This is an optimization exercise on Yosys and OpenROAD, whose aim is a short achievable clock period and few clock cycles, not a production implementation. No run shown here included a check of the RTL's function; only the layout flow was run. No activity file was given, so power comes from the tool's default toggle rates.

## run.sh

```bash
#!/bin/bash
# synth_recipe.tcl (not shown) runs the flow's synth.tcl, then flattens the netlist and writes it again
# the make line also repeats each setting of config.mk as NAME=value (left out here)
make -C /OpenROAD-flow-scripts/flow DESIGN_CONFIG=/design/flow/config.mk WORK_HOME=/design/flow/orfs CLKGATE_MAP_FILE= SYNTH_SCRIPT=/design/flow/synth_recipe.tcl finish
```

## config.mk

```make
export PLATFORM = sky130hd
export DESIGN_NAME = idxfp
export DESIGN_NICKNAME = idxfp
export VERILOG_FILES = /design/flow/design.v
export SDC_FILE = /design/flow/constraint.sdc
export NUM_CORES = 4
export LEC_CHECK = 0
export CAP_MARGIN = 20
export CORE_MARGIN = 2
export CORE_UTILIZATION = 40
export SETUP_SLACK_MARGIN = 2.7
export SLEW_MARGIN = 20
export SYNTH_HIERARCHICAL = 1
```

## constraint.sdc

```tcl
create_clock -name core_clock -period 5.0 [get_ports {clk}]
set_input_delay 1.0000 -clock core_clock [delete_from_list [all_inputs] [get_ports {clk}]]
set_output_delay 1.0000 -clock core_clock [all_outputs]
set_load 0.01 [all_outputs]
```

## design.v

```verilog
module idxfp (
    input             clk,
    input             rst,             
    input             reset_capable,   
    input             poll,
    input      [31:0] now,
    output            busy,
    input             rx_avail,
    input       [7:0] rx_data,
    output            rx_pop,
    output            rdr_rst_n,
    output            ev_read,
    output            ev_remove,
    output     [39:0] ev_tag,
    input             cfg_req,
    input             cfg_we,
    input       [1:0] cfg_addr,
    input      [31:0] cfg_wdata,
    output     [31:0] cfg_rdata
);
    reg         rc;          
    reg         act;         
    reg         pe;          
    reg         pq;          
    reg  [3:0]  cnt;         
    reg         seen;        
    reg         f_rt;        
    reg         f_exp;       
    reg         nr, nm;      
    reg         np;          
    reg  [11:0] dl_lo;       
    reg  [20:0] now_hi;      
    reg  [11:0] dl_mid;      
    reg  [47:0] fb;          
    reg  [7:0]  syn;         
    reg  [4:0]  eqb;         
    reg  [3:0]  hold;
    reg  [3:0]  ncnt;
    reg         fd_err;
    reg         in_frame;
    reg  [1:0]  pstate;
    reg  [32:0] deadline;
    reg  [39:0] last_tag;
    reg  [31:0] wait_r;
    reg  [1:0]  ev_en;
    reg  [3:0]  errstat;
    reg  [31:0] cfg_rdata_q;
    wire        take = pe && rx_avail;    
    assign rx_pop    = take;
    assign busy      = act;
    assign ev_read   = nr && !(pq && rx_avail);
    assign ev_remove = nm && !(pq && rx_avail);
    assign rdr_rst_n = !np;
    assign ev_tag    = last_tag;
    assign cfg_rdata = cfg_rdata_q;
    wire        exp_ge;
    wire [11:0] dl_lo_n;
    wire [11:0] dl_mid_n;
    wire [10:0] dl_top;
    wire        rc_n, act_n, pe_n, pq_n, seen_n, f_rt_n, f_exp_n, nr_n, nm_n, np_n;
    wire        act_a, act_b, f_exp_a, f_exp_b, nm_a, nm_b;
    wire [3:0]  cnt_n;
    wire [11:0] dl_lo_q_n;
    wire [20:0] now_hi_n;
    wire [47:0] fb_n;
    wire [7:0]  syn_n;
    wire [4:0]  eqb_n;
    wire [3:0]  hold_n, ncnt_n;
    wire        fd_err_n, in_frame_n;
    wire [1:0]  pstate_n;
    wire [32:0] deadline_n;
    wire [39:0] last_tag_n;
    wire [31:0] wait_n;
    wire [1:0]  ev_en_n;
    wire [3:0]  errstat_n;
    wire [31:0] cfg_rdata_n;
    idxfp_cmp u_cmp (
        .now(now), .deadline(deadline), .ge(exp_ge)
    );
    idxfp_add u_add (
        .now_lo(now[10:0]), .now_hi(now_hi), .wait_r(wait_r),
        .dl_lo(dl_lo), .dl_mid(dl_mid),
        .dl_lo_n(dl_lo_n), .dl_mid_n(dl_mid_n), .dl_top(dl_top)
    );
    idxfp_next #(.PART(0)) u_ctl (
        .rst(rst), .reset_capable(reset_capable), .poll(poll), .now(now),
        .rx_avail(rx_avail), .d(rx_data),
        .cfg_req(cfg_req), .cfg_we(cfg_we), .cfg_addr(cfg_addr), .cfg_wdata(cfg_wdata),
        .dl_lo_sum(dl_lo_n), .dl_top(dl_top),
        .rc(rc), .act(act), .pe(pe), .pq(pq), .cnt(cnt), .seen(seen), .f_rt(f_rt), .f_exp(f_exp),
        .nr(nr), .nm(nm), .np(np), .dl_lo(dl_lo), .now_hi(now_hi), .dl_mid(dl_mid),
        .fb(fb), .syn(syn), .eqb(eqb), .hold(hold), .ncnt(ncnt), .fd_err(fd_err), .in_frame(in_frame),
        .pstate(pstate), .deadline(deadline), .last_tag(last_tag),
        .wait_r(wait_r), .ev_en(ev_en), .errstat(errstat), .cfg_rdata_q(cfg_rdata_q),
        .rc_n(rc_n), .act_n(act_b), .pe_n(pe_n), .pq_n(pq_n), .cnt_n(cnt_n), .seen_n(seen_n),
        .f_rt_n(f_rt_n), .f_exp_n(f_exp_b), .nr_n(nr_n), .nm_n(nm_b), .np_n(np_n),
        .act_a(act_a), .f_exp_a(f_exp_a), .nm_a(nm_a),
        .dl_lo_q_n(dl_lo_q_n), .now_hi_n(now_hi_n),
        .fb_n(), .syn_n(), .eqb_n(), .hold_n(), .ncnt_n(), .fd_err_n(),
        .in_frame_n(), .pstate_n(pstate_n), .deadline_n(deadline_n),
        .last_tag_n(), .wait_n(wait_n), .ev_en_n(ev_en_n),
        .errstat_n(), .cfg_rdata_n(cfg_rdata_n)
    );
    idxfp_next #(.PART(1)) u_feed (
        .rst(rst), .reset_capable(reset_capable), .poll(poll), .now(now),
        .rx_avail(rx_avail), .d(rx_data),
        .cfg_req(cfg_req), .cfg_we(cfg_we), .cfg_addr(cfg_addr), .cfg_wdata(cfg_wdata),
        .dl_lo_sum(dl_lo_n), .dl_top(dl_top),
        .rc(rc), .act(act), .pe(pe), .pq(pq), .cnt(cnt), .seen(seen), .f_rt(f_rt), .f_exp(f_exp),
        .nr(nr), .nm(nm), .np(np), .dl_lo(dl_lo), .now_hi(now_hi), .dl_mid(dl_mid),
        .fb(fb), .syn(syn), .eqb(eqb), .hold(hold), .ncnt(ncnt), .fd_err(fd_err), .in_frame(in_frame),
        .pstate(pstate), .deadline(deadline), .last_tag(last_tag),
        .wait_r(wait_r), .ev_en(ev_en), .errstat(errstat), .cfg_rdata_q(cfg_rdata_q),
        .rc_n(), .act_n(), .pe_n(), .pq_n(), .cnt_n(), .seen_n(),
        .f_rt_n(), .f_exp_n(), .nr_n(), .nm_n(), .np_n(),
        .act_a(), .f_exp_a(), .nm_a(),
        .dl_lo_q_n(), .now_hi_n(),
        .fb_n(fb_n), .syn_n(syn_n), .eqb_n(eqb_n), .hold_n(hold_n), .ncnt_n(ncnt_n), .fd_err_n(fd_err_n),
        .in_frame_n(in_frame_n), .pstate_n(), .deadline_n(),
        .last_tag_n(last_tag_n), .wait_n(), .ev_en_n(),
        .errstat_n(errstat_n), .cfg_rdata_n()
    );
    idxfp_late u_late (
        .ge(exp_ge), .a({act_a, f_exp_a, nm_a}), .b({act_b, f_exp_b, nm_b}),
        .y({act_n, f_exp_n, nm_n})
    );
    always @(posedge clk) begin
        rc          <= rc_n;
        act         <= act_n;
        pe          <= pe_n;
        pq          <= pq_n;
        cnt         <= cnt_n;
        seen        <= seen_n;
        f_rt        <= f_rt_n;
        f_exp       <= f_exp_n;
        nr          <= nr_n;
        nm          <= nm_n;
        np          <= np_n;
        dl_lo       <= dl_lo_q_n;
        now_hi      <= now_hi_n;
        dl_mid      <= dl_mid_n;
        fb          <= fb_n;
        syn         <= syn_n;
        eqb         <= eqb_n;
        hold        <= hold_n;
        ncnt        <= ncnt_n;
        fd_err      <= fd_err_n;
        in_frame    <= in_frame_n;
        pstate      <= pstate_n;
        deadline    <= deadline_n;
        last_tag    <= last_tag_n;
        wait_r      <= wait_n;
        ev_en       <= ev_en_n;
        errstat     <= errstat_n;
        cfg_rdata_q <= cfg_rdata_n;
    end
endmodule
module idxfp_cmp (
    input  [31:0] now,
    input  [32:0] deadline,
    output        ge
);
    wire [31:0] g0 = now & ~deadline[31:0];
    wire [31:0] e0 = ~(now ^ deadline[31:0]);
    wire [15:0] g1, e1;
    wire [7:0]  g2, e2;
    wire [3:0]  g3, e3;
    wire [1:0]  g4, e4;
    genvar k;
    generate
        for (k = 0; k < 16; k = k + 1) begin : l1
            assign g1[k] = g0[2*k+1] | (e0[2*k+1] & g0[2*k]);
            assign e1[k] = e0[2*k+1] & e0[2*k];
        end
        for (k = 0; k < 8; k = k + 1) begin : l2
            assign g2[k] = g1[2*k+1] | (e1[2*k+1] & g1[2*k]);
            assign e2[k] = e1[2*k+1] & e1[2*k];
        end
        for (k = 0; k < 4; k = k + 1) begin : l3
            assign g3[k] = g2[2*k+1] | (e2[2*k+1] & g2[2*k]);
            assign e3[k] = e2[2*k+1] & e2[2*k];
        end
        for (k = 0; k < 2; k = k + 1) begin : l4
            assign g4[k] = g3[2*k+1] | (e3[2*k+1] & g3[2*k]);
            assign e4[k] = e3[2*k+1] & e3[2*k];
        end
    endgenerate
    wire gt = g4[1] | (e4[1] & g4[0]);
    wire eq = e4[1] & e4[0];
    assign ge = !deadline[32] && (gt || eq);
endmodule
module idxfp_late (
    input        ge,
    input  [2:0] a,
    input  [2:0] b,
    output [2:0] y
);
    assign y = b | (a & {3{ge}});
endmodule
module idxfp_add (
    input  [10:0] now_lo,
    input  [20:0] now_hi,
    input  [31:0] wait_r,
    input  [11:0] dl_lo,
    input  [11:0] dl_mid,
    output [11:0] dl_lo_n,
    output [11:0] dl_mid_n,
    output [10:0] dl_top
);
    assign dl_lo_n  = {1'b0, now_lo} + {1'b0, wait_r[10:0]};
    assign dl_mid_n = {1'b0, now_hi[10:0]} + {1'b0, wait_r[21:11]} + {11'd0, dl_lo[11]};
    assign dl_top   = now_hi[20:11] + wait_r[31:22] + {9'd0, dl_mid[11]};
endmodule
module idxfp_cls (
    input      [7:0] d,
    input     [39:0] ch,
    output           c_stx,
    output           c_etx,
    output           c_hex,
    output           c_inv,
    output     [3:0] nib,
    output     [4:0] d_eq
);
    wire c_pad  = (d == 8'h0D) || (d == 8'h0A);
    wire c_hexd = (d[7:4] == 4'h3) && (!d[3] || (d[2:1] == 2'b00));
    wire c_hexl = (d[7:3] == 5'b01000) && (d[2:0] != 3'd0) && (d[2:0] != 3'd7);
    assign c_stx = (d == 8'h02);
    assign c_etx = (d == 8'h03);
    assign c_hex = c_hexd || c_hexl;
    assign c_inv = !(c_stx || c_etx || c_pad || c_hex);
    assign nib   = c_hexd ? d[3:0] :
                   {1'b1, (d[2:0] >= 3'd3), (d[2:0] == 3'd1 || d[2:0] == 3'd2 || d[2:0] == 3'd5 || d[2:0] == 3'd6), !d[0]};
    assign d_eq  = {d == ch[7:0], d == ch[15:8], d == ch[23:16], d == ch[31:24], d == ch[39:32]};
endmodule
module idxfp_next #(
    parameter PART = 0
) (
    input             rst,
    input             reset_capable,
    input             poll,
    input      [31:0] now,
    input             rx_avail,
    input       [7:0] d,
    input             cfg_req,
    input             cfg_we,
    input       [1:0] cfg_addr,
    input      [31:0] cfg_wdata,
    input      [11:0] dl_lo_sum,
    input      [10:0] dl_top,
    input             rc, act, pe, pq,
    input       [3:0] cnt,
    input             seen, f_rt, f_exp, nr, nm, np,
    input      [11:0] dl_lo,
    input      [20:0] now_hi,
    input      [11:0] dl_mid,
    input      [47:0] fb,
    input       [7:0] syn,
    input       [4:0] eqb,
    input       [3:0] hold, ncnt,
    input             fd_err, in_frame,
    input       [1:0] pstate,
    input      [32:0] deadline,
    input      [39:0] last_tag,
    input      [31:0] wait_r,
    input       [1:0] ev_en,
    input       [3:0] errstat,
    input      [31:0] cfg_rdata_q,
    output            rc_n, act_n, pe_n, pq_n,
    output      [3:0] cnt_n,
    output            seen_n, f_rt_n, f_exp_n, nr_n, nm_n, np_n,
    output     [11:0] dl_lo_q_n,
    output     [20:0] now_hi_n,
    output     [47:0] fb_n,
    output      [7:0] syn_n,
    output      [4:0] eqb_n,
    output      [3:0] hold_n, ncnt_n,
    output            fd_err_n, in_frame_n,
    output      [1:0] pstate_n,
    output     [32:0] deadline_n,
    output     [39:0] last_tag_n,
    output     [31:0] wait_n,
    output      [1:0] ev_en_n,
    output      [3:0] errstat_n,
    output     [31:0] cfg_rdata_n,
    output            act_a, f_exp_a, nm_a
);
    reg          rc_n_i;
    reg          act_n_i;
    reg          pe_n_i;
    reg          pq_n_i;
    reg  [3:0]   cnt_n_i;
    reg          seen_n_i;
    reg          f_rt_n_i;
    reg          f_exp_n_i;
    reg          nr_n_i;
    reg          nm_n_i;
    reg          np_n_i;
    reg  [11:0]  dl_lo_q_n_i;
    reg  [20:0]  now_hi_n_i;
    reg  [47:0]  fb_n_i;
    reg  [7:0]   syn_n_i;
    reg  [4:0]   eqb_n_i;
    reg  [3:0]   hold_n_i;
    reg  [3:0]   ncnt_n_i;
    reg          fd_err_n_i;
    reg          in_frame_n_i;
    reg  [1:0]   pstate_n_i;
    reg  [32:0]  deadline_n_i;
    reg  [39:0]  last_tag_n_i;
    reg  [31:0]  wait_n_i;
    reg  [1:0]   ev_en_n_i;
    reg  [3:0]   errstat_n_i;
    reg  [31:0]  cfg_rdata_n_i;
    assign rc_n = (PART == 0) ? rc_n_i : 0;
    assign act_n = (PART == 0) ? act_n_i : 0;
    assign pe_n = (PART == 0) ? pe_n_i : 0;
    assign pq_n = (PART == 0) ? pq_n_i : 0;
    assign cnt_n = (PART == 0) ? cnt_n_i : 0;
    assign seen_n = (PART == 0) ? seen_n_i : 0;
    assign f_rt_n = (PART == 0) ? f_rt_n_i : 0;
    assign f_exp_n = (PART == 0) ? f_exp_n_i : 0;
    assign nr_n = (PART == 0) ? nr_n_i : 0;
    assign nm_n = (PART == 0) ? nm_n_i : 0;
    assign np_n = (PART == 0) ? np_n_i : 0;
    assign dl_lo_q_n = (PART == 0) ? dl_lo_q_n_i : 0;
    assign now_hi_n = (PART == 0) ? now_hi_n_i : 0;
    assign fb_n = (PART == 1) ? fb_n_i : 0;
    assign syn_n = (PART == 1) ? syn_n_i : 0;
    assign eqb_n = (PART == 1) ? eqb_n_i : 0;
    assign hold_n = (PART == 1) ? hold_n_i : 0;
    assign ncnt_n = (PART == 1) ? ncnt_n_i : 0;
    assign fd_err_n = (PART == 1) ? fd_err_n_i : 0;
    assign in_frame_n = (PART == 1) ? in_frame_n_i : 0;
    assign pstate_n = (PART == 0) ? pstate_n_i : 0;
    assign deadline_n = (PART == 0) ? deadline_n_i : 0;
    assign last_tag_n = (PART == 1) ? last_tag_n_i : 0;
    assign wait_n = (PART == 0) ? wait_n_i : 0;
    assign ev_en_n = (PART == 0) ? ev_en_n_i : 0;
    assign errstat_n = (PART == 1) ? errstat_n_i : 0;
    assign cfg_rdata_n = (PART == 0) ? cfg_rdata_n_i : 0;
    localparam [31:0] WAIT_RESET = 32'd1000;
    localparam [1:0] P_IDLE    = 2'd0;
    localparam [1:0] P_SETTLED = 2'd1;
    localparam [1:0] P_AWAIT   = 2'd2;
    wire       c_stx, c_etx, c_hex, c_inv;
    wire [4:0] d_eq;
    wire [3:0] nib;
    wire [39:0] lt_ch;
    idxfp_cls u_cls (
        .d(d), .ch(lt_ch), .c_stx(c_stx), .c_etx(c_etx), .c_hex(c_hex),
        .c_inv(c_inv), .nib(nib), .d_eq(d_eq)
    );
    wire       ok     = !fd_err;
    wire       n12    = (ncnt == 4'd12);
    wire       inc    = ok && !n12;           
    wire       ovf    = ok && n12;            
    wire       hsel   = inc && !ncnt[0];      
    wire       tag_ok = ok && (syn == 8'd0);
    wire       wr     = c_hex && inc && ncnt[0];   
    reg  [7:0] fb_old;                        
    always @* begin
        case (ncnt[3:1])
        3'd0:    fb_old = fb[47:40];
        3'd1:    fb_old = fb[39:32];
        3'd2:    fb_old = fb[31:24];
        3'd3:    fb_old = fb[23:16];
        3'd4:    fb_old = fb[15:8];
        default: fb_old = fb[7:0];
        endcase
    end
    wire       take   = pe && rx_avail;       
    wire       endc   = act && !take;         
    wire       dec    = take && c_etx && tag_ok;
    wire       fin16  = take && !pq;
    genvar g;
    generate
        for (g = 0; g < 5; g = g + 1) begin : ltc
            wire [3:0] v = last_tag[35 - 8 * g -: 4];
            assign lt_ch[39 - 8 * g -: 8] = (v < 4'd10) ? (8'h30 + {4'd0, v})
                                                        : (8'h37 + {4'd0, v});
        end
    endgenerate
    wire [4:0] eq_new;
    generate
        for (g = 0; g < 5; g = g + 1) begin : eqn
            assign eq_new[g] = (hold == last_tag[39 - 8 * g -: 4]) && d_eq[g];
        end
    endgenerate
    reg  [4:0] sel_oh;                        
    always @* begin
        case (ncnt[3:1])
        3'd0:    sel_oh = 5'b00001;
        3'd1:    sel_oh = 5'b00010;
        3'd2:    sel_oh = 5'b00100;
        3'd3:    sel_oh = 5'b01000;
        3'd4:    sel_oh = 5'b10000;
        default: sel_oh = 5'b00000;
        endcase
    end
    wire       can_wr  = inc && ncnt[0] && (ncnt[3:1] <= 3'd4);
    wire       eqall_n = dec || (&eqb && !(can_wr && c_hex)) ||
                         (can_wr && (&(eqb | sel_oh)) && (|(eq_new & sel_oh)));
    wire       seen_b = seen || dec;
    wire may_exp = rc && (pstate == P_AWAIT);
    wire exp_new = 1'b0;                      
    assign act_a   = (PART == 0) && !rst && poll && may_exp;
    assign f_exp_a = (PART == 0) && !rst && poll && may_exp;
    assign nm_a    = (PART == 0) && !rst && poll && may_exp && ev_en[1];
    integer i;
    always @* begin
        rc_n_i        = rc;
        act_n_i       = act;
        pe_n_i        = pe;
        pq_n_i        = pq;
        cnt_n_i       = cnt;
        seen_n_i      = seen;
        f_rt_n_i      = f_rt;
        f_exp_n_i     = f_exp;
        nr_n_i        = nr;
        nm_n_i        = nm;
        np_n_i        = np;
        dl_lo_q_n_i   = dl_lo;
        now_hi_n_i    = now_hi;
        fb_n_i        = fb;
        syn_n_i       = syn;
        eqb_n_i       = eqb;
        hold_n_i      = hold;
        ncnt_n_i      = ncnt;
        fd_err_n_i    = fd_err;
        in_frame_n_i  = in_frame;
        pstate_n_i    = pstate;
        deadline_n_i  = deadline;
        last_tag_n_i  = last_tag;
        wait_n_i      = wait_r;
        ev_en_n_i     = ev_en;
        errstat_n_i   = errstat;
        cfg_rdata_n_i = cfg_rdata_q;
        if (rst) begin
            rc_n_i        = reset_capable;
            act_n_i       = 1'b0;
            pe_n_i        = 1'b0;
            pq_n_i        = 1'b0;
            cnt_n_i       = 4'd0;
            seen_n_i      = 1'b0;
            f_rt_n_i      = 1'b0;
            f_exp_n_i     = 1'b0;
            nr_n_i        = 1'b0;
            nm_n_i        = 1'b0;
            np_n_i        = 1'b0;
            dl_lo_q_n_i   = 12'd0;
            now_hi_n_i    = 21'd0;
            fb_n_i        = 48'd0;
            syn_n_i       = 8'd0;
            eqb_n_i       = 5'h1f;
            hold_n_i      = 4'd0;
            ncnt_n_i      = 4'd0;
            fd_err_n_i    = 1'b1;
            in_frame_n_i  = 1'b0;
            pstate_n_i    = P_IDLE;
            deadline_n_i  = 33'd0;
            last_tag_n_i  = 40'd0;
            wait_n_i      = WAIT_RESET;
            ev_en_n_i     = 2'd0;
            errstat_n_i   = 4'd0;
            cfg_rdata_n_i = 32'd0;
        end else begin
            if (endc || fin16) begin
                if (seen) begin
                    pstate_n_i = rc ? P_AWAIT : P_SETTLED;
                    if (rc) deadline_n_i = {dl_top, dl_mid[10:0], dl_lo[10:0]};
                end else if (f_exp) begin
                    pstate_n_i = P_IDLE;
                end
            end
            if (poll) begin
                act_n_i     = rx_avail || exp_new;
                pe_n_i      = rx_avail;
                pq_n_i      = rx_avail;
                cnt_n_i     = 4'd0;
                seen_n_i    = 1'b0;
                dl_lo_q_n_i = dl_lo_sum;
                now_hi_n_i  = now[31:11];
                f_rt_n_i    = ev_en[0] && (!rc || pstate != P_AWAIT);
                f_exp_n_i   = exp_new;
                nr_n_i      = 1'b0;
                np_n_i      = 1'b0;
                nm_n_i      = exp_new && ev_en[1];
            end else if (take) begin
                cnt_n_i  = cnt + 4'd1;
                pe_n_i   = (cnt != 4'd15);
                seen_n_i = seen_b;
                nr_n_i   = seen_b && f_rt;
                np_n_i   = seen_b && rc;
                nm_n_i   = !seen_b && f_exp && ev_en[1];
                pq_n_i   = (cnt != 4'd15);
                if (fin16) begin
                    act_n_i = 1'b0;
                    nr_n_i  = 1'b0;
                    nm_n_i  = 1'b0;
                    np_n_i  = 1'b0;
                end
            end else if (endc) begin
                act_n_i = 1'b0;
                pe_n_i  = 1'b0;
                pq_n_i  = 1'b0;
                nr_n_i  = 1'b0;
                nm_n_i  = 1'b0;
                np_n_i  = 1'b0;
            end
            if (cfg_req) begin
                if (cfg_we) begin
                    case (cfg_addr)
                    2'd0: wait_n_i    = cfg_wdata;
                    2'd1: ev_en_n_i   = cfg_wdata[1:0];
                    2'd2: errstat_n_i = errstat & ~cfg_wdata[3:0];
                    default: ;
                    endcase
                end else begin
                    case (cfg_addr)
                    2'd0:    cfg_rdata_n_i = wait_r;
                    2'd1:    cfg_rdata_n_i = {30'd0, ev_en};
                    2'd2:    cfg_rdata_n_i = {28'd0, errstat};
                    default: cfg_rdata_n_i = 32'd0;
                    endcase
                end
            end
            if (take) begin
                if (c_stx) begin
                    ncnt_n_i     = 4'd0;
                    fd_err_n_i   = 1'b0;
                    in_frame_n_i = 1'b1;
                end
                if (c_etx)
                    in_frame_n_i = 1'b0;
                if (c_hex && inc)
                    ncnt_n_i = ncnt + 4'd1;
                if ((c_hex && ovf) || (c_inv && ok))
                    fd_err_n_i = 1'b1;
                if (c_hex && hsel)
                    hold_n_i = nib;
                for (i = 0; i < 6; i = i + 1)
                    if (c_hex && inc && ncnt == 2 * i + 1)
                        fb_n_i[47 - 8 * i -: 8] = {hold, nib};
                if (wr)
                    syn_n_i = syn ^ fb_old ^ {hold, nib};
                for (i = 0; i < 5; i = i + 1)
                    if (c_hex && inc && ncnt == 2 * i + 1)
                        eqb_n_i[i] = eq_new[i];
                if (dec)
                    eqb_n_i = 5'h1f;
                if (cnt == 4'd14 && (fd_err_n_i || (seen_b && eqall_n)))
                    pq_n_i = 1'b0;
                if (dec)
                    last_tag_n_i = fb[47:8];
                if (in_frame) begin
                    if (c_etx && ok && !tag_ok) errstat_n_i[0] = 1'b1;
                    if (c_stx)                  errstat_n_i[1] = 1'b1;
                    if (c_inv && ok)            errstat_n_i[2] = 1'b1;
                    if (c_hex && ovf)           errstat_n_i[3] = 1'b1;
                end
            end
        end
    end
endmodule
```

==> results.ini, run 1 <==
[outcome]
run_status = complete, no violations

[cts]
cts_hold_buffers = 0
cts_tree = built
h-tree-depth = 1
cts.sinks = 275
clk_pin_slew_ps = 60
clock_path_buffers = 3
clock-root-buffer = clkbuf_16
clk_latency_ps = 590
numCtsBuffers = 31

[die]
die_h_um = 202.3
num_rows = 72
core_region_area_mm2 = 0.03874
io_pins = 158
die_x_um = 202.3
design.die.area_mm2 = 0.04094
start_util_pct = 40.62

[routing]
wl_per_cell_um = 17.98
drt-initial-drc-count = 892
via_count = 14050
firstDrtPassIters = 5
ant_nets = 0
post-route-drc-count = 0
vias_per_cell = 5.300
wl_um = 47640

[sta]
rsz0062_at_grt = true
clock.fmax_mhz = 391.9
hold_violations = 0
clock_skew_ps = 16.99
finalCriticalPeriod_ps = 2552
setup_ws_ps = 2448
drv_slew = 0
fin_crit_sh_pct = 51.04
hold_slack_ps = 425.7
setup_viol = 0
tightest_slew_ps = 1095
final.setup.tns_ps = 0
slew_headroom_pct = 27.02

[global_routing]
grt_overflow = 0
grt_pass1_vias = 13400
antenna_found_initial = 4
grt_max_degree = 160
grt_pass1_wl_um = 73060
gr-usage-all-layers_pct = 22.15

[place]
place_congestion = 0.8402
pre_cts_slack_ps = 1009
dp_cells = 2513
numPortBuffers = 157
hpwl_um = 31570
placed_area_mm2 = 0.01787

[logic_synthesis]
syn_avg_cell_area_um2 = 8.222
synth_cells = 1914
syn-cell-area_mm2 = 0.01574
yosys_warnings = 9

[final_layout]
finalNetCount = 2277
area_growth_pct = 32.05
stdcell_area_mm2 = 0.02078
drive_gt1_share_pct = 19.88
finalNonFillerCells = 2650

[worst_setup_path]
r2r-end = dl_lo[10]
startpoint_type = input pin
path_max_fanout = 2
setup.worst_path.end_class = flip-flop
arrival_ps = 2990
criticalPathCategory = in -> reg
worst-r2r-setup-slack_ps = 2500
reg2reg_from = wait_r[0]
cp_data_required_time_ps = 5440
ff2ff_path_depth = 10

[hold_path]
hold_end = deadline[19]
whs_path_depth = 2
hp-class = reg -> reg
min_from = dl_mid[8]

[power_and_ir_drop]
power_density_mw_per_mm2 = 242.7
power_frac_clock_pct = 45.4
switchingPower_uw = 1238
leakage_uw = 0.008259
p_int_uw = 3805
peakVddDrop_v = 0.0002705
seqPwrFrac_pct = 44.5
switching_share_pct = 24.55
comb_power_share_pct = 10.1

[flow_run]
drv_cap = 0

sequential cells by signal (all words and copies together) (netlist names), 4 cells and up:
signal       cells
cfg_rdata_q     32
cnt              4
deadline        33
dl_lo           12
dl_mid          12
eqb              5
errstat          4
fb              48
hold             4
last_tag        40
ncnt             4
now_hi          21
syn              8
wait_r          32
stage by stage:
step | total power [uW] | utilization (%)
detailed placement | 2745 | 46.12
global placement | 2739 | 46.12
floorplan | 2596 | -
finish | 5043 | 53.64
CTS | 5068 | 51.98
global route | 5224 | 53.64
worst max-delay path, stage by stage:
cell and delay, ps:
buf_8 80, ha_4 120, inv_2 30, fa_2 360, nor2b_4 130, o211ai_2 80, a21boi_2 190, mux2_4 320
or4_1 460, mux2i_1 160, nor2_1 50
placed cells by master (no fill, tap or decap), types with 34 or more instances in the layout:
cell             count
dlygate4sd2_1       74
a21oi_1            161
clkdlybuf4s50_1     40
buf_4               63
inv_1              116
nor2_1             182
xnor2_1            128
nand2_1            245
a22oi_1             34
mux2i_1             93
dfxtp_1            231
ha_1                62
metal layers:
layer,part of all wire (%),track usage [%],vias up
li1,-,-,6894
met1,46,30.60,6710
met2,47,35.69,359
met3,4.9,2.725,83
met4,2.5,7.508,0
met5,0,0,-
what timing repair did:
item,in CTS,in global routing
hold endpoints to repair,0,0
endpoints found under the setup margin,237,135
gates resized for setup,381,124
cloned,14,1
pin swaps,96,37
buffers inserted,43,20
power groups by stage:
stage | logic [uW] | registers [uW] | clock network, uW
after floorplan | 301 | 2300 | 0
after global placement | 437 | 2300 | 0
after detailed placement | 443 | 2300 | 0
after CTS | 483 | 2240 | 2340
after global routing | 557 | 2250 | 2420
final | 511 | 2240 | 2290
area by class of cell:
class	count	area, um^2
Inverter	120	455.4
Tap cell	518	648.1
Multi-Input combinational cell	1416	10300
Clock inverter	11	128.9
Fill cell	3576	17960
Sequential cell	275	5615
Antenna cell	4	10.01
Clock buffer	44	894.6
Timing Repair Buffer	262	2730
how the worst max path moves through the flow:
| stage | start | end | slack (ps) | depth (start not counted) |
|---|---|---|---|---|
| 2_1_floorplan | now[0] | dl_lo[10] | 2030 | 10 |
| 3_3_place_gp | rx_data[6] | fb[36] | 1110 | 9 |
| 3_5_place_dp | rx_data[6] | fb[33] | 1010 | 9 |
| 4_1_cts | rx_data[5] | last_tag[12] | 2420 | 13 |
| 5_1_grt | now[0] | dl_lo[10] | 2380 | 11 |
| 6_report | now[0] | dl_lo[10] | 2450 | 11 |
==> inputs of run 2 (changes only) <==
--- a/design.v
+++ b/design.v
@@ -386,20 +386,9 @@
             assign eq_new[g] = (hold == last_tag[39 - 8 * g -: 4]) && d_eq[g];
         end
     endgenerate
-    reg  [4:0] sel_oh;                        
-    always @* begin
-        case (ncnt[3:1])
-        3'd0:    sel_oh = 5'b00001;
-        3'd1:    sel_oh = 5'b00010;
-        3'd2:    sel_oh = 5'b00100;
-        3'd3:    sel_oh = 5'b01000;
-        3'd4:    sel_oh = 5'b10000;
-        default: sel_oh = 5'b00000;
-        endcase
-    end
-    wire       can_wr  = inc && ncnt[0] && (ncnt[3:1] <= 3'd4);
-    wire       eqall_n = dec || (&eqb && !(can_wr && c_hex)) ||
-                         (can_wr && (&(eqb | sel_oh)) && (|(eq_new & sel_oh)));
+    wire       can_wr  = ok && ncnt[0] && (ncnt[3:1] <= 3'd4);
+    wire       settle  = (fd_err && !c_stx) || dec ||
+                         (seen && (&eqb) && (!can_wr || !c_hex));
     wire       seen_b = seen || dec;
     wire may_exp = rc && (pstate == P_AWAIT);
     wire exp_new = 1'b0;                      
@@ -548,7 +537,7 @@
                         eqb_n_i[i] = eq_new[i];
                 if (dec)
                     eqb_n_i = 5'h1f;
-                if (cnt == 4'd14 && (fd_err_n_i || (seen_b && eqall_n)))
+                if (cnt == 4'd14 && settle)
                     pq_n_i = 1'b0;
                 if (dec)
                     last_tag_n_i = fb[47:8];
==> results.ini, run 2 <==
[sta]
finalCriticalPeriod_ps = 2563
fin_crit_sh_pct = 51.25
tightest_slew_ps = 905.5
drv_slew = 0
hold_slack_ps = 434.9
setup_viol = 0
hold_violations = 0
clock_skew_ps = 8.786
final.setup.tns_ps = 0
clock.fmax_mhz = 390.2
rsz0062_at_grt = true
slew_headroom_pct = 39.63

[final_layout]
regMostFlops = fb
stdcell_area_mm2 = 0.01890
finalNetCount = 2047
drive_gt1_share_pct = 17.51
finalNonFillerCells = 2364
largestRegisters = fb (48), last_tag (40), deadline (33)
mostFrequentLayoutCells = dfxtp_1, nand2_1, nor2_1
largest_reg_flops = 48
area_growth_pct = 30.03
mostFrequentLayoutCell = dfxtp_1

[die]
die_x_um = 194.6
num_rows = 69
start_util_pct = 40.77
design.die.area_mm2 = 0.03788
io_pins = 158
die_h_um = 194.6
core_region_area_mm2 = 0.03566

[routing]
wl_um = 42230
via_count = 12570
wl_per_cell_um = 17.86
ant_nets = 0
drt-initial-drc-count = 654
firstDrtPassIters = 5
post-route-drc-count = 0
vias_per_cell = 5.318

[place]
dp_cells = 2257
hpwl_um = 28010
place_congestion = 0.8067
numPortBuffers = 157
placed_area_mm2 = 0.01650

[worst_setup_path]
setup.worst_path.end_class = flip-flop
startpoint_type = input pin
path_max_fanout = 2
criticalPathCategory = in -> reg
arrival_ps = 2980
cp_data_required_time_ps = 5420

[power_and_ir_drop]
power_density_mw_per_mm2 = 271.4
peakVddDrop_v = 0.0002696
p_total_uw = 5130
leakage_uw = 0.007370

[global_routing]
antenna_found_initial = 1
grt_pass1_vias = 12120
gr-usage-all-layers_pct = 21.02
grt_max_degree = 137
grt_pass1_wl_um = 65240
grt_overflow = 0

[hold_path]
hp-class = reg -> reg

[cts]
cts_hold_buffers = 0
clock_path_buffers = 3
h-tree-depth = 1
cts_tree = built
cts.sinks = 275
clock-root-buffer = clkbuf_16
numCtsBuffers = 31
clk_pin_slew_ps = 60
clk_latency_ps = 570

[logic_synthesis]
synth_cells = 1722
syn-cell-area_mm2 = 0.01454
syn_avg_cell_area_um2 = 8.441
yosys_warnings = 9

[flow_run]
drv_cap = 0

[outcome]
run_status = complete, no violations

[run 2: timing repair]
item | 4_1_cts | 5_1_grt
cloned | 4 | 9
resized for setup | 287 | 127
pin swaps | 35 | 32
buffers inserted | 24 | 16
endpoints found under the setup margin | 268 | 163
[run 2: area by class of cell]
class                   instances  area, um^2
fillers                      3357       16750
clock buffers                  41       883.3
flip-flops and latches        275        5553
inverters                      96       371.6
multi-input cells            1247        8982
diodes                          1       2.502
repair buffers                231        2328
well taps                     461       576.8
clock inverters                12       202.7
[run 2: layer usage]
metal	share of wire, %	vias up	track usage (%)
met3	4.5	57	2.620
li1	-	6235	-
met5	0	-	0
met1	47	5998	28.91
met4	2.1	0	5.014
met2	47	282	35.06
[run 2: path summary, 6_finish.rpt]
kind / depth (start not counted) / start / to / slack (ps)
worst min register to register: 2 / dl_mid[4] / deadline[15] / 430
worst max register to register: 10 / wait_r[0] / dl_lo[10] / 2480
worst min-delay path: 2 / dl_mid[4] / deadline[15] / 430
worst max-delay path: 11 / now[0] / dl_lo[10] / 2440
[run 2: metrics by stage]
step	setup WS (ps)	utilization, %
after CTS	2429	50.84
after global placement	1070	46.19
after detailed placement	964.8	46.27
after global routing	2312	53.01
final	2437	53.01
after floorplan	2030	-
[run 2: power by group]
| part | total (uW) | internal [uW] | switching [uW] |
|---|---|---|---|
| clock | 2410 | 1490 | 916 |
| combinational | 470 | 220 | 250 |
| sequential | 2250 | 2230 | 27.1 |
[run 2: worst max-delay path, cell delays in order]
cell and delay (ps):
buf_8 80, ha_4 120, inv_2 30, fa_2 360, nor2b_4 150, o211ai_2 90
a21boi_2 160, mux2_1 320, or4_1 470, mux2i_1 140, nor2_1 50
==> inputs of run 3 (changes only) <==
==> flow/run.sh (new file) <==
#!/bin/bash
# The standard layout flow (standard.sh), with the platform's don't-use
# list extended by slow high-fan-in OR/NOR cells, 3-input XOR/XNOR cells and
# the adder cells, so that ABC and the resizer map the logic onto faster
# gates. Everything else, synthesis script included, is the standard flow.
set -euo pipefail
here=$(pwd)
du=$(make -s -C "$FLOW_HOME" DESIGN_CONFIG="$here/config.mk" WORK_HOME="$here/orfs" \
       print-DONT_USE_CELLS 2> "$here/print_dont_use.log" | sed -n 's/^DONT_USE_CELLS: //p')
extra=$(tr '\n' ' ' < "$here/flow/dont_use_extra.txt")
bash standard.sh "DONT_USE_CELLS=$du $extra" finish > "$here/standard_flow.log" 2>&1
==> flow/dont_use_extra.txt (new file) <==
sky130_fd_sc_hd__or3_*
sky130_fd_sc_hd__or3b_*
sky130_fd_sc_hd__or4_*
sky130_fd_sc_hd__or4b_*
sky130_fd_sc_hd__or4bb_*
sky130_fd_sc_hd__nor4_*
sky130_fd_sc_hd__nor4b_*
sky130_fd_sc_hd__nor4bb_*
sky130_fd_sc_hd__xor3_*
sky130_fd_sc_hd__xnor3_*
sky130_fd_sc_hd__a2111o_*
sky130_fd_sc_hd__a2111oi_*
sky130_fd_sc_hd__fa_*
sky130_fd_sc_hd__ha_*
sky130_fd_sc_hd__nor3_*
sky130_fd_sc_hd__nor3b_*
sky130_fd_sc_hd__and4b_*
sky130_fd_sc_hd__and4bb_*
sky130_fd_sc_hd__mux4_*
==> standard.sh (new file) <==
#!/bin/bash
# synth_recipe.tcl (not shown) runs the flow's synth.tcl, then flattens the netlist and writes it again
# the make line also repeats each setting of config.mk as NAME=value (left out here)
make -C /OpenROAD-flow-scripts/flow DESIGN_CONFIG=/design/flow/config.mk WORK_HOME=/design/flow/orfs CLKGATE_MAP_FILE= SYNTH_SCRIPT=/design/flow/synth_recipe.tcl "${@:-finish}"
removed: run.sh
==> results.ini, run 3 <==
[routing]
vias_per_cell = 5.293
firstDrtPassIters = 5
wl_per_cell_um = 17.69
ant_nets = 0
wl_um = 41600
via_count = 12440
drt-initial-drc-count = 761
post-route-drc-count = 0

[cts]
cts_tree = built
cts.sinks = 275
clk_latency_ps = 560
h-tree-depth = 1
numCtsBuffers = 31
cts_hold_buffers = 0
clock-root-buffer = clkbuf_16
clk_pin_slew_ps = 60
clock_path_buffers = 3

[hold_path]
hp-class = reg -> reg

[worst_setup_path]
timing.critical_path.slowest_stage_cell = a211oi_4
criticalPathCategory = in -> reg
setup.worst_path.end_class = flip-flop
arrival_ps = 2910
startpoint_type = input pin
worst-r2r-setup-slack_ps = 2700
critPathMaxStageDelay_ps = 380
path_cells = buf_8 -> nand2b_4 -> maj3_2 -> a211oi_2 -> o221ai_2 -> a211o_1 -> a211oi_4 -> o31ai_4 -> a21o_1
worst-path-buf-inv = 1
path_delay_family = compound AO/OA/AOI/OAI gates
cp_data_required_time_ps = 5450
path_max_fanout = 3

[logic_synthesis]
yosys_warnings = 9
syn-cell-area_mm2 = 0.01417
syn_avg_cell_area_um2 = 8.260
synth_cells = 1715

[die]
core_region_area_mm2 = 0.03471
num_rows = 68
die_x_um = 192.2
start_util_pct = 40.81
design.die.area_mm2 = 0.03694
io_pins = 158
die_h_um = 192.2

[sta]
tightest_slew_ps = 856.8
slew_headroom_pct = 42.88
final.setup.tns_ps = 0
hold_violations = 0
rsz0062_at_grt = true
clock_skew_ps = 8.915
drv_slew = 0
fin_crit_sh_pct = 49.26
setup_viol = 0
finalCriticalPeriod_ps = 2463
clock.fmax_mhz = 406.0

[power_and_ir_drop]
p_total_uw = 5053
switching_share_pct = 23.28
leakage_uw = 0.007089
p_int_uw = 3877
switchingPower_uw = 1177
power_frac_clock_pct = 47.0
comb_power_share_pct = 8.2
power_density_mw_per_mm2 = 283.8
seqPwrFrac_pct = 44.8
peakVddDrop_v = 0.0002358

[global_routing]
gr-usage-all-layers_pct = 21.77
busiest_layer = met2
met1_usage_pct = 30.22
grtUsageMet3_pct = 3.051
met2_usage_pct = 35.40
grt_pass1_wl_um = 64230
grt_max_degree = 109
grt_overflow = 0
grt_pass1_vias = 11720
antenna_found_initial = 3

[place]
place_congestion = 0.8390
numPortBuffers = 157
placed_area_mm2 = 0.01597
hpwl_um = 27900

[final_layout]
final.fill_count = 3317
seqCellArea_mm2 = 0.005560
stdcell_area_mm2 = 0.01780
area_growth_pct = 25.68
largestRegisters = fb (48), last_tag (40), deadline (33)
finalNetCount = 1952
mostFrequentLayoutCells = nand2_1, dfxtp_1, nor2_1
regMostFlops = fb
mostFrequentLayoutCell = nand2_1
largest_reg_flops = 48
drive_gt1_share_pct = 14.78
final_core_util_pct = 51.29
multi_input_area_mm2 = 0.008320

[outcome]
run_status = complete, no violations

[flow_run]
drv_cap = 0

-- run 3: cell types whose count changed in the layout (fill, tap and decap cells not counted), sizes merged, moves of 22 or more --
cell,previous run,this run
ha,79,0
inv,96,54
xnor2,76,107
xor2,17,44
nand2b,10,36
o21ai,22,47
maj3,0,24
nor3,22,0
-- run 3: path summary, 6_finish.rpt --
kind | from | end | cells past startpoint
worst max-delay path | now[0] | act | 9
worst min-delay path | dl_mid[7] | deadline[18] | 2
worst max register to register | wait_r[22] | deadline[29] | 8
worst min register to register | dl_mid[7] | deadline[18] | 2
-- run 3: final cells by class --
cell class              instances  area share (%)
multi-input cells            1283           46.74
flip-flops and latches        275           31.23
repair buffers                226           11.67
clock buffers                  46           5.123
well taps                     455           3.198
inverters                      54           1.139
clock inverters                10          0.8715
diodes                          2         0.02811
-- run 3: through the flow --
stage / worst slack, ps / hold slack, ps / cells
after floorplan: 2156 / 417.4 / 1719
after global placement: 847.9 / 420.1 / 2242
after detailed placement: 798.9 / 428.4 / 2242
after CTS: 2483 / 437.3 / 2336
after global routing: 2482 / 454.6 / 2351
final: 2537 / 436.1 / 2351
-- run 3: worst register-to-register path: stages, from the launching register on --
cell      delay, ps
dfxtp_2         340
maj3_2          360
a311oi_4        400
o31ai_2          90
maj3_2          330
maj3_2          320
xor2_1          160
nand2_1          90
a21oi_1         130
-- run 3: power by group through the flow --
stage	Clock (uW)	Sequential, uW	Combinational, uW
after floorplan	0	2310	241
after global placement	0	2310	374
after detailed placement	0	2310	378
after CTS	2420	2260	397
after global routing	2510	2270	448
final	2380	2270	412
-- run 3: what timing repair did --
item	CTS	global route
gates resized for setup	241	67
setup endpoints to repair	288	154
pin swaps	21	45
cloned	4	0
setup buffers	34	13
-- run 3: routing by layer --
| metal | up-vias | part of all wire [%] |
|---|---|---|
| li1 | 6172 | - |
| met1 | 5972 | 47 |
| met2 | 245 | 46 |
| met3 | 52 | 4.9 |
| met4 | 2 | 1.8 |
| met5 | - | 0.031 |
==> inputs of run 4 (changes only) <==
--- a/design.v
+++ b/design.v
@@ -386,9 +386,20 @@
             assign eq_new[g] = (hold == last_tag[39 - 8 * g -: 4]) && d_eq[g];
         end
     endgenerate
-    wire       can_wr  = ok && ncnt[0] && (ncnt[3:1] <= 3'd4);
-    wire       settle  = (fd_err && !c_stx) || dec ||
-                         (seen && (&eqb) && (!can_wr || !c_hex));
+    reg  [4:0] sel_oh;                        
+    always @* begin
+        case (ncnt[3:1])
+        3'd0:    sel_oh = 5'b00001;
+        3'd1:    sel_oh = 5'b00010;
+        3'd2:    sel_oh = 5'b00100;
+        3'd3:    sel_oh = 5'b01000;
+        3'd4:    sel_oh = 5'b10000;
+        default: sel_oh = 5'b00000;
+        endcase
+    end
+    wire       can_wr  = inc && ncnt[0] && (ncnt[3:1] <= 3'd4);
+    wire       eqall_n = dec || (&eqb && !(can_wr && c_hex)) ||
+                         (can_wr && (&(eqb | sel_oh)) && (|(eq_new & sel_oh)));
     wire       seen_b = seen || dec;
     wire may_exp = rc && (pstate == P_AWAIT);
     wire exp_new = 1'b0;                      
@@ -537,7 +548,7 @@
                         eqb_n_i[i] = eq_new[i];
                 if (dec)
                     eqb_n_i = 5'h1f;
-                if (cnt == 4'd14 && settle)
+                if (cnt == 4'd14 && (fd_err_n_i || (seen_b && eqall_n)))
                     pq_n_i = 1'b0;
                 if (dec)
                     last_tag_n_i = fb[47:8];
==> results.ini, run 4 <==
[outcome]
run_status = complete, no violations

[die]
die_x_um = 199.8
io_pins = 158
core_region_area_mm2 = 0.03776
die_h_um = 199.8
start_util_pct = 40.63
num_rows = 71
design.die.area_mm2 = 0.03993

[routing]
wl_um = 47080
firstDrtPassIters = 5
wl_per_cell_um = 18.17
route.top_layer_used = met5
via_count = 13810
drt-initial-drc-count = 925
vias_per_cell = 5.330
post-route-drc-count = 0
ant_nets = 0
dr_wl_met2_um = 21410
wl_met3_um = 2788
wl_met1_um = 21660

[sta]
finalCriticalPeriod_ps = 2422
final.setup.tns_ps = 0
fin_crit_sh_pct = 48.44
hold_violations = 0
tightest_slew_ps = 995.9
clock_skew_ps = 11.53
setup_viol = 0
drv_slew = 0
slew_headroom_pct = 33.60
rsz0062_at_grt = true
setup_ws_ps = 2578
clock.fmax_mhz = 412.9

[final_layout]
final.fill_count = 3547
area_growth_pct = 26.93
mostFrequentLayoutCells = nand2_1, dfxtp_1, nor2_1
largestRegisters = fb (48), last_tag (40), deadline (33)
largest_reg_flops = 48
finalNetCount = 2137
regMostFlops = fb
mostFrequentLayoutCell = nand2_1
drive_gt1_share_pct = 16.70
final_core_util_pct = 51.57

[logic_synthesis]
syn-cell-area_mm2 = 0.01534
synth_cells = 1878
syn_avg_cell_area_um2 = 8.167
yosys_warnings = 9

[cts]
clk_latency_ps = 570
cts_tree = built
numCtsBuffers = 31
clock_path_buffers = 3
clk_pin_slew_ps = 60
cts_hold_buffers = 0
cts.sinks = 275
clock-root-buffer = clkbuf_16
h-tree-depth = 1

[worst_setup_path]
path_delay_family = simple AND/OR/NAND/NOR gates
critPathMaxStageDelay_ps = 280
worst-path-buf-inv = 3
path_max_fanout = 8
path_cells = buf_8 -> buf_12 -> or2_1 -> mux2_4 -> a21o_1 -> nor2b_4 -> and3_4 -> buf_12 -> nand3_4 -> mux2i_1 -> nor2_1
setup.worst_path.end_class = flip-flop
timing.critical_path.slowest_stage_cell = mux2_4
arrival_ps = 2840
cp_data_required_time_ps = 5420
criticalPathCategory = in -> reg
startpoint_type = input pin
crit_top_cell = buf_12

[place]
pre_cts_slack_ps = 951.9
numPortBuffers = 157
hpwl_um = 31540
place_congestion = 0.8668

[hold_path]
hp-class = reg -> reg

[global_routing]
grt_overflow = 0
grt_pass1_wl_um = 72730
antenna_found_initial = 2
grt_pass1_vias = 13190
grt_max_degree = 150
gr-usage-all-layers_pct = 22.98

[flow_run]
drv_cap = 0

[power_and_ir_drop]
leakage_uw = 0.007729
peakVddDrop_v = 0.0003054
p_total_uw = 4932
power_density_mw_per_mm2 = 253.3

## run 4: cell count changes in the layout (fill, tap and decap cells not counted), sizes merged, moves of 8 or more
cell / before / now
nor2: 191 / 217
nand4: 25 / 33
nand3: 24 / 32
nand2b: 36 / 48
xnor2: 107 / 178
inv: 54 / 67
o21ai: 47 / 75
buf: 84 / 97
## run 4: layout make-up
cell class | count | area, um^2 | share of cell area [%]
diodes | 2 | 5.005 | 0.02571
clock inverters | 6 | 62.56 | 0.3213
repair buffers | 245 | 2451 | 12.59
well taps | 511 | 639.4 | 3.284
flip-flops and latches | 275 | 5624 | 28.89
inverters | 66 | 247.7 | 1.272
clock buffers | 49 | 933.4 | 4.794
multi-input cells | 1437 | 9505 | 48.82
## run 4: worst paths after layout
path / end / slack [ps] / start / depth (start not counted)
max: fb[23] / 2580 / rx_data[1] / 11
min: deadline[20] / 430 / dl_mid[9] / 2
max reg2reg: pq / 2660 / last_tag[10] / 10
min reg2reg: deadline[20] / 430 / dl_mid[9] / 2
## run 4: timing repair
action / CTS / global route
cloned: 9 / 1
pin swaps: 30 / 21
endpoints found under the setup margin: 261 / 139
gates resized for setup: 300 / 78
setup buffers: 38 / 16
## run 4: through the flow
step	std cells	instance area, um^2	hold WS [ps]
after global routing	2589	19460	452.1
after CTS	2572	19100	436.1
after global placement	2470	17250	421.2
after floorplan	1886	15500	417.4
after detailed placement	2470	17250	427.4
final	2591	19470	434.3
## run 4: report_power, final
group | switching [uW] | internal [uW] | leakage, uW
sequential | 37.3 | 2220 | 0.00226
combinational | 234 | 214 | 0.00498
clock | 912 | 1320 | 0.000492
## run 4: worst register-to-register path, cell delays in order (launching register included)
cell      delay, ps
dfxtp_4         380
buf_4           180
nand2b_1         80
o31ai_2         250
xnor2_1         160
nand4_1         130
nor2_2          190
nand4_1         140
o311ai_2        360
o311a_1         290
a21oi_2          70
## run 4: per-layer routing
metal	global-route usage, %	up-vias
li1	-	6762
met1	32.12	6577
met2	36.30	393
met3	3.730	76
met4	7.051	2
met5	0	-
==> inputs of run 5 (changes only) <==
--- a/flow/dont_use_extra.txt
+++ b/flow/dont_use_extra.txt
@@ -17,3 +17,6 @@
 sky130_fd_sc_hd__and4b_*
 sky130_fd_sc_hd__and4bb_*
 sky130_fd_sc_hd__mux4_*
+sky130_fd_sc_hd__mux2_*
+sky130_fd_sc_hd__and4_*
+sky130_fd_sc_hd__o2111a_*
==> results.ini, run 5 <==
[outcome]
run_status = complete, no violations

[die]
start_util_pct = 40.30
die_h_um = 198.1
io_pins = 158
die_x_um = 198.1
num_rows = 71
design.die.area_mm2 = 0.03925
core_region_area_mm2 = 0.03740

[place]
place_congestion = 0.8966
placed_area_mm2 = 0.01705
hpwl_um = 31130
numPortBuffers = 157

[cts]
clk_pin_slew_ps = 60
clk_latency_ps = 580
h-tree-depth = 1
cts_hold_buffers = 0
cts.sinks = 275
clock_path_buffers = 3
cts_tree = built
numCtsBuffers = 30
clock-root-buffer = clkbuf_16

[routing]
post-route-drc-count = 0
ant_nets = 0
wl_um = 45650
vias_per_cell = 5.264
firstDrtPassIters = 6
drt-initial-drc-count = 756
wl_per_cell_um = 17.69
via_count = 13580

[worst_setup_path]
worst-path-buf-inv = 2
cp_data_required_time_ps = 5440
arrival_ps = 3040
critPathLaunch = now[1]
path_max_fanout = 2
startpoint_type = input pin
timing.critical_path.slowest_stage_cell = maj3_2
path_cells = buf_8 -> o211ai_1 -> buf_4 -> a31oi_4 -> maj3_2 -> o2bb2ai_4 -> maj3_2 -> maj3_2 -> xor2_1 -> mux2i_1 -> nor2_1
criticalPathCategory = in -> reg
path_delay_family = adder cells
setup.worst_path.end_class = flip-flop
critPathMaxStageDelay_ps = 350
reg2reg_from = dl_mid[11]
crit_top_cell = maj3_2

[final_layout]
multi_input_area_mm2 = 0.009219
mostFrequentLayoutCells = nand2_1, dfxtp_1, nor2_1
largestRegisters = fb (48), last_tag (40), deadline (33)
largest_reg_flops = 48
finalNetCount = 2123
mostFrequentLayoutCell = nand2_1
regMostFlops = fb
final.fill_count = 3612
seqCellArea_mm2 = 0.005639
drive_gt1_share_pct = 17.86
area_growth_pct = 27.81
stdcell_area_mm2 = 0.01926
final_core_util_pct = 51.51

[sta]
fin_crit_sh_pct = 52.10
rsz0062_at_grt = true
hold_violations = 0
clock_skew_ps = 17.19
clock.fmax_mhz = 383.9
final.setup.tns_ps = 0
setup_viol = 0
slew_headroom_pct = 42.79
finalCriticalPeriod_ps = 2605
drv_slew = 0
tightest_slew_ps = 858.1

[global_routing]
antenna_found_initial = 2
grt_pass1_vias = 12770
grt_overflow = 0
gr-usage-all-layers_pct = 22.45
grt_max_degree = 106
grt_pass1_wl_um = 70030

[logic_synthesis]
synth_cells = 1854
syn_avg_cell_area_um2 = 8.129
yosys_warnings = 9
syn-cell-area_mm2 = 0.01507

[power_and_ir_drop]
power_density_mw_per_mm2 = 270.2
peakVddDrop_v = 0.0002475
leakage_uw = 0.007372

[flow_run]
drv_cap = 0

[hold_path]
hp-class = reg -> reg
min_from = dl_mid[5]

==> run 5: through the flow <==
stage               hold slack [ps]  total power, uW  instances  setup slack (ps)
floorplan                     417.4             2562       1862              2112
global placement              421.6             2706       2443              1260
detailed placement            425.0             2711       2443              1243
CTS                           432.3             5222       2549              2457
global route                  450.3             5365       2579              2367
finish                        433.5             5205       2580              2395
==> run 5: layout make-up <==
| type | instances | area share (%) |
|---|---|---|
| Multi-Input combinational cell | 1410 | 47.86 |
| Timing Repair Buffer | 259 | 12.33 |
| Clock buffer | 42 | 4.495 |
| Tap cell | 511 | 3.319 |
| Antenna cell | 3 | 0.03897 |
| Sequential cell | 275 | 29.27 |
| Clock inverter | 14 | 1.403 |
| Inverter | 66 | 1.286 |
==> run 5: worst reg2reg max path: stages, from the launching register on <==
cell and delay (ps):
dfxtp_2 330, maj3_2 320, maj3_2 330, maj3_2 360, a21o_1 170, maj3_2 310
maj3_2 310, xor2_1 140, nand2_1 60, a21oi_1 60
==> run 5: layer usage <==
metal / vias up / part of all wire [%] / GRT usage [%]
met5: - / 0 / 0
met4: 0 / 3.0 / 7.296
met3: 84 / 5.2 / 3.168
met2: 355 / 48 / 37.56
met1: 6497 / 44 / 29.74
li1: 6645 / - / -
==> run 5: what timing repair did <==
action	4_1_cts	5_1_grt
setup endpoints to repair	248	141
cloned	2	1
pin swaps	43	45
setup buffers	48	27
resized for setup	298	102
==> run 5: report_power, final <==
group / switching, uW / leakage, uW / internal [uW]
logic: 237 / 0.00455 / 211
registers: 33.5 / 0.00226 / 2210
clock network: 940 / 0.000560 / 1570
==> run 5: path summary, 6_finish.rpt <==
kind                            slack [ps]  cells after the start            to
worst min register to register         430                      2  deadline[16]
worst min-delay path                   430                      2  deadline[16]
worst max-delay path                  2400                     11      dl_lo[8]
worst max register to register        2470                      9  deadline[29]

==> static timing again, ports no longer ideal <==
The results above use ideal ports. As a check the final layouts listed here were re-extracted and re-timed, cells and wires unchanged. Step 1 assumes that a clkbuf_16 drives the clock port and a buf_2 every other input. Step 2 adds t to the input delays and takes it off the output delays; t is the mean of the earliest and latest rising clock arrival at the registers after step 1. Input paths then give back, and output paths get back, about the clock's delay inside the block. Three values: no drivers, after step 1, after step 2; two values: the first two.
run	t (ns)	setup slack, ns	hold WS [ns]	latest minus earliest clock arrival (ns)	slew at the worst register clock pin (ns)
run 1	0.635	2.448 / 2.448 / 1.814	0.426 / 0.426 / 0.426	0.018 / 0.017	0.06 / 0.06
run 2	0.615	2.437 / 2.420 / 1.805	0.435 / 0.435 / 0.435	0.010 / 0.009	0.06 / 0.06
run 3	0.605	2.537 / 2.512 / 1.906	0.436 / 0.436 / 0.436	0.010 / 0.009	0.06 / 0.06
run 4	0.621	2.578 / 2.571 / 1.961	0.434 / 0.434 / 0.434	0.013 / 0.014	0.06 / 0.06
run 5	0.626	2.395 / 2.392 / 1.766	0.434 / 0.434 / 0.434	0.021 / 0.022	0.06 / 0.06
After both steps every run listed still meets setup and hold. For run 1, which loses most, drivers alone change the setup slack by 0.000 ns; drivers and shift together by -0.634 ns.
